From an optimization exercise on the open Yosys and OpenROAD flow, aimed at small area; shortcuts taken in it are not production practice. Function was checked by simulation only, so behaviour that the tests miss may differ from the original. Power is estimated from default activity; no workload was simulated.

Setup of AL:
// psfc
module psfc (
    input  logic        clk,
    input  logic        rst,
    input  logic [7:0]  bus_addr,
    input  logic        bus_wr,
    input  logic        bus_rd,
    input  logic [31:0] bus_wdata,
    output logic [31:0] bus_rdata,
    output logic        irq,
    output logic [7:0]  tx_data,
    output logic        tx_valid,
    input  logic        tx_ready,
    input  logic [7:0]  rx_data,
    input  logic        rx_valid,
    output logic        rx_ready,
    input  logic        lnk_err
);
    localparam logic [31:0] ID_VALUE = 32'h5053_0001;
    localparam logic [7:0]  SYNC     = 8'hAA;
    localparam logic [1:0] S_IDLE   = 2'd0;
    localparam logic [1:0] S_TX     = 2'd1;
    localparam logic [1:0] S_RX     = 2'd2;
    localparam logic [1:0] S_SETTLE = 2'd3;
    localparam logic [3:0] OP_ENC_RAW  = 4'h1;
    localparam logic [3:0] OP_ENC_NUM  = 4'h2;
    localparam logic [3:0] OP_DECODE   = 4'h3;
    localparam logic [3:0] OP_XFER     = 4'h4;
    localparam logic [3:0] OP_REMOTE   = 4'h5;
    localparam logic [3:0] OP_OUTPUT   = 4'h6;
    localparam logic [3:0] OP_SET_MAXV = 4'h7;
    localparam logic [3:0] OP_SET_IMAX = 4'h8;
    localparam logic [3:0] OP_STATUS   = 4'h9;
    localparam logic [3:0] OP_RAMP     = 4'hA;
    localparam logic [3:0] OP_VALIDATE = 4'hB;
    localparam logic [3:0] OP_UNPACK   = 4'hC;
  ...
Size in the first run: roughly 5900 cells after synthesis, about 1200 flip-flops, roughly 68000 sq um of cells after synthesis.
clock: 25.0 ns
lec_check: 0
cap_margin: 30
core_margin: 2
core_utilization: 36
cts_cluster_diameter: 100
cts_cluster_size: 20
place_density: 0.5
slew_margin: 25
run.sh (not shown) runs the stock make flow with config.mk's settings and CLKGATE_MAP_FILE= SYNTH_SCRIPT=/design/flow/synth_recipe.tcl, a recipe that flattens the netlist after the stock synthesis.
Here is what was changed in the inputs of PW compared with AL.
--- a/flow/design.v
+++ b/flow/design.v
@@ -405,42 +405,42 @@
             else
                 bld_pay[8*i +: 8] = paybuf[8*i +: 8] & {8{is_raw && !rst && (5'(i) < paylen)}};
         end
     end
     wire [31:0] lo32g = lo32 & {32{do_build && !is_raw && !rst}};
     wire [4:0] bld_len = (!busy && c_op == OP_STATUS) ? 5'd0 : nbytes(lo32);
     wire        t_bld = do_build;
     logic [7:0] tsumo;
     always_comb begin
         tsumo = (t_bld ? SYNC : sbase)
-              + ((dev_addr & {8{t_bld}}) | nb0 | rx_add)
-              + ((op_sub & {8{t_bld}}) | nb1)
-              + (bld_pay[7:0]   | nb2)
-              + (bld_pay[15:8]  | nb3)
-              + (bld_pay[23:16] | ob0)
-              + (bld_pay[31:24] | ob1)
-              + (bld_pay[39:32] | ob2)
-              + (bld_pay[47:40] | ob3)
-              + (bld_pay[55:48] | ocor);
+              + (t_bld ? dev_addr : (nb0 | rx_add))
+              + (t_bld ? op_sub : nb1)
+              + (bld_pay[7:0]   | (nb2 & {8{!t_bld}}))
+              + (bld_pay[15:8]  | (nb3 & {8{!t_bld}}))
+              + (bld_pay[23:16] | (ob0 & {8{!t_bld}}))
+              + (bld_pay[31:24] | (ob1 & {8{!t_bld}}))
+              + (bld_pay[39:32] | (ob2  & {8{!t_bld}}))
+              + (bld_pay[47:40] | (ob3  & {8{!t_bld}}))
+              + (bld_pay[55:48] | (ocor & {8{!t_bld}}));
         for (int i = 7; i < 22; i++) tsumo = tsumo + bld_pay[8*i +: 8];
     end
     wire [7:0] bld_chk = tsumo;
     wire [7:0] snext   = tsumo;
     wire        nrst  = !rst;
     wire        clr   = rst || do_start;                
     wire [31:0] wz    = bus_wdata & {32{nrst}};
-    wire [31:0] wzx   = bus_wdata & {32{nrst && host_wr && !accept}};
+    wire [31:0] wzx   = bus_wdata & {32{nrst && !do_build && !do_start}};
     wire [31:0] wz500 = (bus_wdata & {32{nrst}}) | (32'd500 & {32{rst}});
     wire        build_q = do_build && nrst;
     wire        pay_q   = do_build && !is_raw && nrst;
     wire        rx_store_q = rx_store && !clr;
-    wire [31:0] rx_col = ({4{rx_data}} & {32{rx_store_q}}) | wzx;     
+    wire [31:0] rx_col = rx_store_q ? {4{rx_data}} : wzx;     
     wire        w1c   = bus_wr && (wa == A_STATUS);
     wire hw_cfg  = host_wr && (wa == A_CFG);
     wire hw_dev  = host_wr && (wa == A_DEV_ADDR);
     wire hw_arg  = host_wr && (wa == A_ARG);
     wire hw_pln  = host_wr && (wa == A_PAYLEN);
     wire hw_rln  = host_wr && (wa == A_RXLEN);
     wire hw_tmo  = host_wr && (wa == A_RX_TMO);
     wire hw_from = host_wr && (wa == A_RAMP_FROM);
     wire hw_to   = host_wr && (wa == A_RAMP_TO);
     wire hw_step = host_wr && (wa == A_RAMP_STEP);
Notes after the runs:
- PW finished end to end and its layout was clean on timing, DRC and antenna.
- Insertion delay of the later-clocked pin in the worst-skew pair, AL and PW, higher one = PW.
- PW vs. AL: sequential share of layout area has decreased, clock skew now sits higher.
- Row core occupancy in the finished layout: PW higher / AL lower
- The higher final instance count without filler cells of AL and PW is in AL.
- Going from AL to PW, wire length grew slightly.
- Taking AL as the reference point, the part of the cycle the worst path needs of PW rises by 4.8 points.
- Comparing AL and PW, the lower cell depth of the worst min-delay path is on AL.
- Going from AL to PW, combinational power shrank by a few percent.
- Comparing AL against PW, there is no change at all in post-synthesis async set-or-reset flop share.
- The run with more setup slack is AL; PW has less.
- Sequential power essentially unchanged between AL and PW.

---

Setup of run a:
psfc again, from the RTL that the note above started with.
Settings: LEC_CHECK=0, CAP_MARGIN=30, CORE_MARGIN=2, CORE_UTILIZATION=36, CTS_CLUSTER_DIAMETER=120, CTS_CLUSTER_SIZE=20, PLACE_DENSITY=0.5, SLEW_MARGIN=25; clock period 25.0 ns.
> inputs changed (run a -> run b)
--- a/flow/design.v
+++ b/flow/design.v
@@ -409,34 +409,36 @@
     wire [31:0] lo32g = lo32 & {32{do_build && !is_raw && !rst}};
     wire [4:0] bld_len = (!busy && c_op == OP_STATUS) ? 5'd0 : nbytes(lo32);
     wire        t_bld = do_build;
     logic [7:0] tsumo;
     always_comb begin
         tsumo = (t_bld ? SYNC : sbase)
-              + ((dev_addr & {8{t_bld}}) | nb0 | rx_add)
-              + ((op_sub & {8{t_bld}}) | nb1)
-              + (bld_pay[7:0]   | nb2)
-              + (bld_pay[15:8]  | nb3)
-              + (bld_pay[23:16] | ob0)
-              + (bld_pay[31:24] | ob1)
-              + (bld_pay[39:32] | ob2)
-              + (bld_pay[47:40] | ob3)
-              + (bld_pay[55:48] | ocor);
+              + (t_bld ? dev_addr : (nb0 | rx_add))
+              + (t_bld ? op_sub : nb1)
+              + (bld_pay[7:0]   | (nb2 & {8{!t_bld}}))
+              + (bld_pay[15:8]  | (nb3 & {8{!t_bld}}))
+              + (bld_pay[23:16] | (ob0 & {8{!t_bld}}))
+              + (bld_pay[31:24] | (ob1 & {8{!t_bld}}))
+              + (bld_pay[39:32] | (ob2  & {8{!t_bld}}))
+              + (bld_pay[47:40] | (ob3  & {8{!t_bld}}))
+              + (bld_pay[55:48] | (ocor & {8{!t_bld}}));
         for (int i = 7; i < 22; i++) tsumo = tsumo + bld_pay[8*i +: 8];
     end
     wire [7:0] bld_chk = tsumo;
     wire [7:0] snext   = tsumo;
     wire        nrst  = !rst;
     wire        clr   = rst || do_start;                
     wire [31:0] wz    = bus_wdata & {32{nrst}};
-    wire [31:0] wzx   = bus_wdata & {32{nrst && host_wr && !accept}};
+    wire [31:0] wzc   = bus_wdata & {32{!clr}};
     wire [31:0] wz500 = (bus_wdata & {32{nrst}}) | (32'd500 & {32{rst}});
     wire        build_q = do_build && nrst;
     wire        pay_q   = do_build && !is_raw && nrst;
+    wire [31:0] wzp   = bus_wdata & {32{!(rst || pay_q)}};
+    wire [31:0] wzb   = bus_wdata & {32{nrst && !do_build}};
     wire        rx_store_q = rx_store && !clr;
-    wire [31:0] rx_col = ({4{rx_data}} & {32{rx_store_q}}) | wzx;     
+    wire [31:0] rx_col = rx_store_q ? {4{rx_data}} : wzc;     
     wire        w1c   = bus_wr && (wa == A_STATUS);
     wire hw_cfg  = host_wr && (wa == A_CFG);
     wire hw_dev  = host_wr && (wa == A_DEV_ADDR);
     wire hw_arg  = host_wr && (wa == A_ARG);
     wire hw_pln  = host_wr && (wa == A_PAYLEN);
     wire hw_rln  = host_wr && (wa == A_RXLEN);
@@ -469,13 +471,13 @@
         if (rst || hw_from) ramp_from   <= wz;
         if (rst || hw_to)   ramp_to     <= wz;
         if (rst || hw_step) ramp_step   <= wz500;
         if (rst || hw_off)  ramp_offset <= wz;
         if (rst || hw_set)  settle      <= wz;
         if (rst || hw_pln || pay_q) paylen <= pay_q ? bld_len : wz[4:0];
-        if (clr || hw_rln || rx_store) rxlen <= (rx_store && !clr) ? rxlen_nx : wzx[4:0];
+        if (clr || hw_rln || rx_store) rxlen <= (rx_store && !clr) ? rxlen_nx : wzc[4:0];
         pv <= nrst && (pv || ramp_acc);
         rv <= nrst && (rv || do_unpack);
         dv <= nrst && (dv || dec_good);
         cv <= nrst && (cv || do_dec || do_val);
         if (ramp_acc || ramp_rec) ramp_pos <= rs_v;
         ramp_cnt <= (ramp_cnt + {31'd0, ramp_rec}) & {32{!(rst || ramp_acc)}};
@@ -505,29 +507,29 @@
     genvar gk;
     generate
         for (gk = 0; gk < 7; gk++) begin : g_word
             localparam int W = (gk == 6) ? 16 : 32;
             wire tx_we = rst || build_q || (wr_tx && wa[2:0] == 3'(gk));
             always_ff @(posedge clk)
-                if (tx_we) txbuf[32*gk +: W] <= (bld_frame[32*gk +: W] & bq_mask[32*gk +: W]) | wzx[W-1:0];
+                if (tx_we) txbuf[32*gk +: W] <= (bld_frame[32*gk +: W] & bq_mask[32*gk +: W]) | wzb[W-1:0];
         end
         for (gk = 0; gk < 26; gk++) begin : g_rxbyte
             wire st_i = rx_store && (rxlen == 5'(gk));
             wire rx_we = clr || st_i || (wr_rx && wa[2:0] == 3'(gk / 4));
             always_ff @(posedge clk)
                 if (rx_we) rxbuf[8*gk +: 8] <= rx_col[8*(gk % 4) +: 8];
         end
         for (gk = 0; gk < 6; gk++) begin : g_payword
             localparam int W = (gk == 5) ? 16 : 32;
             wire pb_we = rst || pay_q || (host_wr && wa == 6'h30 + 6'(gk));
             if (gk == 0) begin : g_lo
                 always_ff @(posedge clk)
-                    if (pb_we) paybuf[31:0] <= lo32g | wzx;
+                    if (pb_we) paybuf[31:0] <= lo32g | wzp;
             end else begin : g_hi
                 always_ff @(posedge clk)
-                    if (pb_we) paybuf[32*gk +: W] <= wzx[W-1:0];
+                    if (pb_we) paybuf[32*gk +: W] <= wzp[W-1:0];
             end
         end
     endgenerate
     always_ff @(posedge clk) begin
         if (do_start)                                txidx <= 5'd0;
         else if (st == S_TX && tx_ready && !lnk_err) txidx <= txidx + 5'd1;
--- outcome ---
- Comparing run b and run a, the higher post-synthesis to final-layout area growth was measured on run a.
- Count of nets after finishing in run b is 1.6% above run a.
- Run b vs. run a: global-route usage went down by 2.5 points.
- A beginning of the critical path of ramp_to[25] is what run a shows, while ramp_from[25] belongs to run b.
- Max clock share of power across run b and run a: run b
- Run a has higher number of antenna violations at the first check in global routing than run b.
- From run a to run b the numbers moved as follows: number of distinct library cells after synthesis shrank by 11%, multi-input logic area higher.
- Taking run a as the reference, in run b slack of the critical path lower; met3 global-route usage higher.

what the ideal ports hide:
How much do the figures lean on ideal ports? The routed layouts below were timed once more, with nothing changed but the port constraints. Step 1 (the two cells are an assumption about what drives the block):
set clk [get_ports {clk}]
set_driving_cell -lib_cell sky130_fd_sc_hd__clkbuf_16 $clk
set_driving_cell -lib_cell sky130_fd_sc_hd__buf_2 [delete_from_list [all_inputs] $clk]
Step 2, shift: input delay + t, output delay - t, t = (earliest + latest rising clock arrival at the registers) / 2. This alone moves slack from input paths to output paths. Slacks: ideal ports / drivers / drivers and shift; pairs: ideal ports / drivers.
| run | t, ns | setup slack, ns | worst data-port slew with drivers (ns) | cell pins on the clock port's net |
|---|---|---|---|---|
| AL | 0.863 | 2.516 / 2.516 / 2.516 | 0.19 | 1 |
| PW | 0.875 | 1.323 / 1.323 / 1.323 | 0.10 | 1 |
| run a | 0.855 | 2.511 / 2.511 / 2.511 | 0.18 | 1 |
| run b | 0.865 | 2.162 / 2.162 / 2.162 | 0.09 | 1 |
After both steps every run listed still meets setup and hold.
